Source: an optimization exercise on an open RTL-to-GDS flow (aim: small area and a short achievable clock period). Production flows keep margins and buffers that such runs may drop. Power is estimated from default activity; no workload was simulated.

Setup of the previous run:
==> module szservo_core, before the edit <==
module szservo_core (
    input  wire           clk,
    input  wire           rst,           
    input  wire           start,         
    input  wire           init,          
    input  wire           busy,          
    input  wire [767:0]   data,          
    output wire           ready,
    output wire           initialized,
    output wire           sclk,
    output wire           cs_n,
    output wire           sdo
);
    localparam integer C  = 32;
    localparam integer W  = 24;
    localparam integer L  = C * W;
    localparam integer RL = 8;           
    localparam integer NR = L / RL;      
    localparam integer NG = NR / 16;     
    reg s_idle, s_setup, s_hold, s_delay, s_blo, s_bhi;
    reg csn_r;
    reg nld;                 
    reg [1:0] div_cnt;
    reg [4:0] bit_cnt;
    reg       init_latched;
    reg       initialized_r;
    reg       nrdy;          
    reg       ninit;         
    reg       sdo_r;
    reg       sh;            
    wire tick         = (div_cnt == 2'd0);
    wire word_zero;
    wire init_pending = (init | init_latched) & ~initialized_r;
    wire req          = start | init_pending;
    wire bit_zero     = (bit_cnt == 5'd0);
    wire div_load = (s_idle & req) | s_setup | s_hold | (s_bhi & busy & ~word_zero);
    wire go_setup = (s_idle & req) | s_hold | (s_bhi & busy & ~word_zero);
    wire go_hold  = s_setup & ~bit_zero;
    wire go_delay = s_setup & bit_zero;
    wire go_blo   = s_delay | (s_blo & busy);
    wire go_bhi   = (s_blo & ~busy) | (s_bhi & ~busy);
    wire go_idle  = (s_idle & ~req) | (s_bhi & busy & word_zero);
    wire n_idle   = tick ? go_idle  : s_idle;
    wire n_setup  = tick ? go_setup : s_setup;
    wire n_hold   = tick ? go_hold  : s_hold;
    wire n_delay  = tick ? go_delay : s_delay;
    wire n_initl  = init_latched | init;
    wire n_inited = initialized_r | (tick & s_bhi & busy & word_zero & init_pending);
    wire n_sh     = (div_cnt == 2'd1) & (s_hold | s_delay);
    reg  [L-1:0] rg;
    reg  [2:0]   ph;         
    wire [L-1:0] rot;
    wire [NR-1:0] tap;
    genvar gr, gi;
    generate
        for (gr = 0; gr < NR; gr = gr + 1) begin : g_ring
            for (gi = 0; gi < RL; gi = gi + 1) begin : g_bit
                assign rot[gr*RL + gi] = rg[gr*RL + ((gi + RL - 1) % RL)];
            end
            assign tap[gr] = rg[gr*RL + RL - 1];
        end
    endgenerate
    always @(posedge clk) begin
        rg <= ~((data | {L{nld}}) & (rot | {L{s_idle}}));
        ph <= s_idle ? 3'd0 : ph + 1'b1;
    end
    reg  [9:0]    f;         
    reg           fnone;     
    reg  [NG-1:0] p1;        
    reg           pv;        
    reg           nb1, v1;   
    reg           nb2, v2;   
    integer g;
    always @(posedge clk) begin
        for (g = 0; g < NG; g = g + 1)
            p1[g] <= tap[g*16 + f[6:3]];
    end
    assign word_zero = fnone;
    wire fv   = ~fnone & (p1[f[9:7]] ^ ph[0]);
    wire hit  = fnone | (pv & (ph + f[2:0] == 3'd0));
    wire a_v  = sh ? v2 : v1;
    wire a_d  = sh ? nb2 : nb1;
    wire b_v  = sh ? 1'b0 : v2;
    wire take = hit & ~(a_v & b_v);
    always @(posedge clk) begin
        pv <= ~s_idle & ~(take & (f[2:0] == 3'd0));
        if (s_idle) begin
            nb1   <= init_pending ? data[W-2] : data[L-2];
            v1    <= 1'b1;
            v2    <= 1'b0;
            f     <= init_pending ? W - 3 : L - 3;
            fnone <= 1'b0;
        end else begin
            nb1 <= (take & ~a_v) ? fv : a_d;
            v1  <= a_v | take;
            if (take & a_v)
                nb2 <= fv;
            v2  <= b_v | (take & a_v);
            if (take) begin
                f <= f - 1'b1;
                if (f == 10'd0)
                    fnone <= 1'b1;
            end
        end
    end
    always @(posedge clk) begin
        if (rst) begin
            s_idle        <= 1'b1;
            s_setup       <= 1'b0;
            s_hold        <= 1'b0;
            s_delay       <= 1'b0;
            s_blo         <= 1'b0;
            s_bhi         <= 1'b0;
            csn_r         <= 1'b1;
            nld           <= 1'b0;
            div_cnt       <= 2'd0;
            init_latched  <= 1'b0;
            initialized_r <= 1'b0;
            nrdy          <= 1'b0;
            ninit         <= 1'b1;
            sdo_r         <= 1'b0;
            sh            <= 1'b0;
        end else begin
            if (!tick)
                div_cnt <= div_cnt - 1'b1;
            else if (div_load)
                div_cnt <= 2'd3;
            init_latched  <= n_initl;
            initialized_r <= n_inited;
            s_idle  <= n_idle;
            nld     <= ~n_idle;
            s_setup <= n_setup;
            s_hold  <= n_hold;
            s_delay <= n_delay;
            csn_r   <= ~(n_setup | n_hold | n_delay);
            nrdy    <= ~n_idle | (n_initl & ~n_inited);
            ninit   <= ~n_inited;
            sh      <= n_sh;
            if (tick) begin
                s_blo <= go_blo;
                s_bhi <= go_bhi;
            end
            if (s_idle) begin
                if (tick)
                    sdo_r <= init_pending ? data[W-1] : (start & data[L-1]);
            end else if (sh)
                sdo_r <= nb1;
        end
    end
    always @(posedge clk) begin
        if (tick) begin
            if (s_idle | (s_bhi & busy))
                bit_cnt <= W - 1;
            else if (s_hold)
                bit_cnt <= bit_cnt - 1'b1;
        end
    end
    assign sclk        = s_setup;
    assign cs_n        = csn_r;
    assign sdo         = sdo_r;
    assign ready       = ~(start | nrdy | (init & ninit));
    assign initialized = initialized_r;
endmodule
export LEC_CHECK = 0
export CAP_MARGIN = 20
export CORE_MARGIN = 2
export CORE_UTILIZATION = 40
export CTS_BUF_LIST = sky130_fd_sc_hd__clkbuf_16
export CTS_CLUSTER_DIAMETER = 100
export CTS_CLUSTER_SIZE = 30
export SETUP_SLACK_MARGIN = 3.0
export SLEW_MARGIN = 20
create_clock -name core_clock -period 5.0 [get_ports {clk}]
standard.sh (not shown) runs the stock make flow with config.mk's settings and CLKGATE_MAP_FILE= SYNTH_SCRIPT=/design/flow/synth_recipe.tcl, a recipe that flattens the netlist after the stock synthesis.
==> flow/flow/run.sh <==
#!/bin/bash
# Layout flow: the standard ORFS flow (standard.sh), with the port
# buffers made from the smallest buffer cell instead of the resizer's
# default choice. Every input and output port still gets its buffer.
set -euo pipefail
export BUFFER_PORTS_ARGS="-buffer_cell sky130_fd_sc_hd__buf_1"
bash standard.sh > standard_flow.log 2>&1
The previous run: PASS, flow complete, no timing, DRC or antenna violations
#### Input delta (the current run over the previous run)
-- flow/design.v --
<<< the previous run, line 15
    localparam integer W  = 24;
    localparam integer L  = C * W;
    localparam integer RL = 8;           
    localparam integer NR = L / RL;      
    localparam integer NG = NR / 16;     
    reg s_idle, s_setup, s_hold, s_delay, s_blo, s_bhi;
    reg csn_r;
>>> the current run, line 15
    localparam integer W  = 24;
    localparam integer L  = C * W;
    localparam integer RL = 16;          
    localparam integer NR = L / RL;      
    reg s_idle, s_setup, s_hold, s_delay, s_blo, s_bhi;
    reg csn_r;
<<< the previous run, line 49
    wire n_sh     = (div_cnt == 2'd1) & (s_hold | s_delay);
    reg  [L-1:0] rg;
    reg  [2:0]   ph;         
    wire [L-1:0] rot;
    wire [NR-1:0] tap;
>>> the current run, line 48
    wire n_sh     = (div_cnt == 2'd1) & (s_hold | s_delay);
    reg  [L-1:0] rg;
    reg          ph0;        
    wire [L-1:0] rot;
    wire [NR-1:0] tap;
<<< the previous run, line 63
    always @(posedge clk) begin
        rg <= ~((data | {L{nld}}) & (rot | {L{s_idle}}));
        ph <= s_idle ? 3'd0 : ph + 1'b1;
    end
    reg  [9:0]    f;         
    reg           fnone;     
    reg  [NG-1:0] p1;        
    reg           pv;        
    reg           nb1, v1;   
    reg           nb2, v2;   
    integer g;
    always @(posedge clk) begin
        for (g = 0; g < NG; g = g + 1)
            p1[g] <= tap[g*16 + f[6:3]];
    end
    assign word_zero = fnone;
    wire fv   = ~fnone & (p1[f[9:7]] ^ ph[0]);
    wire hit  = fnone | (pv & (ph + f[2:0] == 3'd0));
    wire a_v  = sh ? v2 : v1;
    wire a_d  = sh ? nb2 : nb1;
    wire b_v  = sh ? 1'b0 : v2;
    wire take = hit & ~(a_v & b_v);
    always @(posedge clk) begin
        pv <= ~s_idle & ~(take & (f[2:0] == 3'd0));
        if (s_idle) begin
            nb1   <= init_pending ? data[W-2] : data[L-2];
>>> the current run, line 62
    always @(posedge clk) begin
        rg <= ~((data | {L{nld}}) & (rot | {L{s_idle}}));
        ph0 <= ~s_idle & ~ph0;
    end
    reg  [9:0]    f;         
    reg           fnone;     
    reg  [3:0]    fq;        
    reg           nb1, v1;   
    reg           nb2, v2;   
    assign word_zero = fnone;
    wire fv   = ~fnone & (tap[f[9:4]] ^ ~ph0);
    wire hit  = fnone | (fq == 4'd0);
    wire byp  = sh & ~v1;
    wire a_v  = sh ? v2 : v1;
    wire a_d  = sh ? nb2 : nb1;
    wire b_v  = sh ? 1'b0 : v2;
    wire take = hit & (byp | ~(a_v & b_v));
    wire put  = take & ~byp;
    always @(posedge clk) begin
        if (s_idle) begin
            nb1   <= init_pending ? data[W-2] : data[L-2];
<<< the previous run, line 90
            v2    <= 1'b0;
            f     <= init_pending ? W - 3 : L - 3;
            fnone <= 1'b0;
        end else begin
            nb1 <= (take & ~a_v) ? fv : a_d;
            v1  <= a_v | take;
            if (take & a_v)
                nb2 <= fv;
            v2  <= b_v | (take & a_v);
            if (take) begin
                f <= f - 1'b1;
>>> the current run, line 84
            v2    <= 1'b0;
            f     <= init_pending ? W - 3 : L - 3;
            fq    <= init_pending ? 4'd6 : 4'd14;    
            fnone <= 1'b0;
        end else begin
            nb1 <= (put & ~a_v) ? fv : a_d;
            v1  <= a_v | put;
            if (put & a_v)
                nb2 <= fv;
            v2  <= b_v | (put & a_v);
            if (!take)
                fq <= fq + 1'b1;
            if (take) begin
                f <= f - 1'b1;
<<< the previous run, line 145
                    sdo_r <= init_pending ? data[W-1] : (start & data[L-1]);
            end else if (sh)
                sdo_r <= nb1;
        end
    end
>>> the current run, line 142
                    sdo_r <= init_pending ? data[W-1] : (start & data[L-1]);
            end else if (sh)
                sdo_r <= v1 ? nb1 : fv;
        end
    end
For the previous run and the current run, there was not a single run that failed to finish clean. Time the worst path needs with I/O delays and setup on the current run is behind the previous run. Route | the current run vs the previous run | wire shorter in the current run. Number of nets with antenna violations after routing came out exactly the same in the previous run and the current run. The share of synthesized cell area in and, or, nand and nor gates of the previous run and that of the current run are within noise of each other. In the current run, utilization after layout is higher than in the previous run. In the tables for the previous run and the current run, fmax reads higher with the previous run. In the flow results for the previous run and the current run, the overall routing resource usage is larger on the previous run. In the tables for the previous run and the current run, combinational power reads lower with the current run.
No run of this note included a check of the RTL's function; only the layout flow was run.

-- port drivers added, routing unchanged --
No port has a modelled driver above. Below, the same layouts with a new extraction and two added sets of constraints.
Step 1: set_driving_cell puts a clkbuf_16 on clk and a buf_2 on each other input, an assumption about the parent block.
Step 2, shift: input delay + t, output delay - t, t = (earliest + latest rising clock arrival at the registers) / 2. This alone moves slack from input paths to output paths.
Slacks: ideal / step 1 / step 2; pairs: ideal / step 1.
run | t, ns | setup slack, ns | hold WS [ns] | clock arrival spread, ns | worst slew at a driven data input, ns
the previous run | 0.677 | 2.569 / 2.528 / 2.528 | 0.410 / 0.410 / 0.410 | 0.033 / 0.033 | 0.17
the current run | 0.684 | 2.554 / 2.515 / 2.515 | 0.411 / 0.411 / 0.411 | 0.022 / 0.022 | 0.13
After both steps every run listed still meets setup and hold. The setup slack of the previous run, which loses most, moves by -0.041 ns with the drivers and by -0.041 ns with both steps.
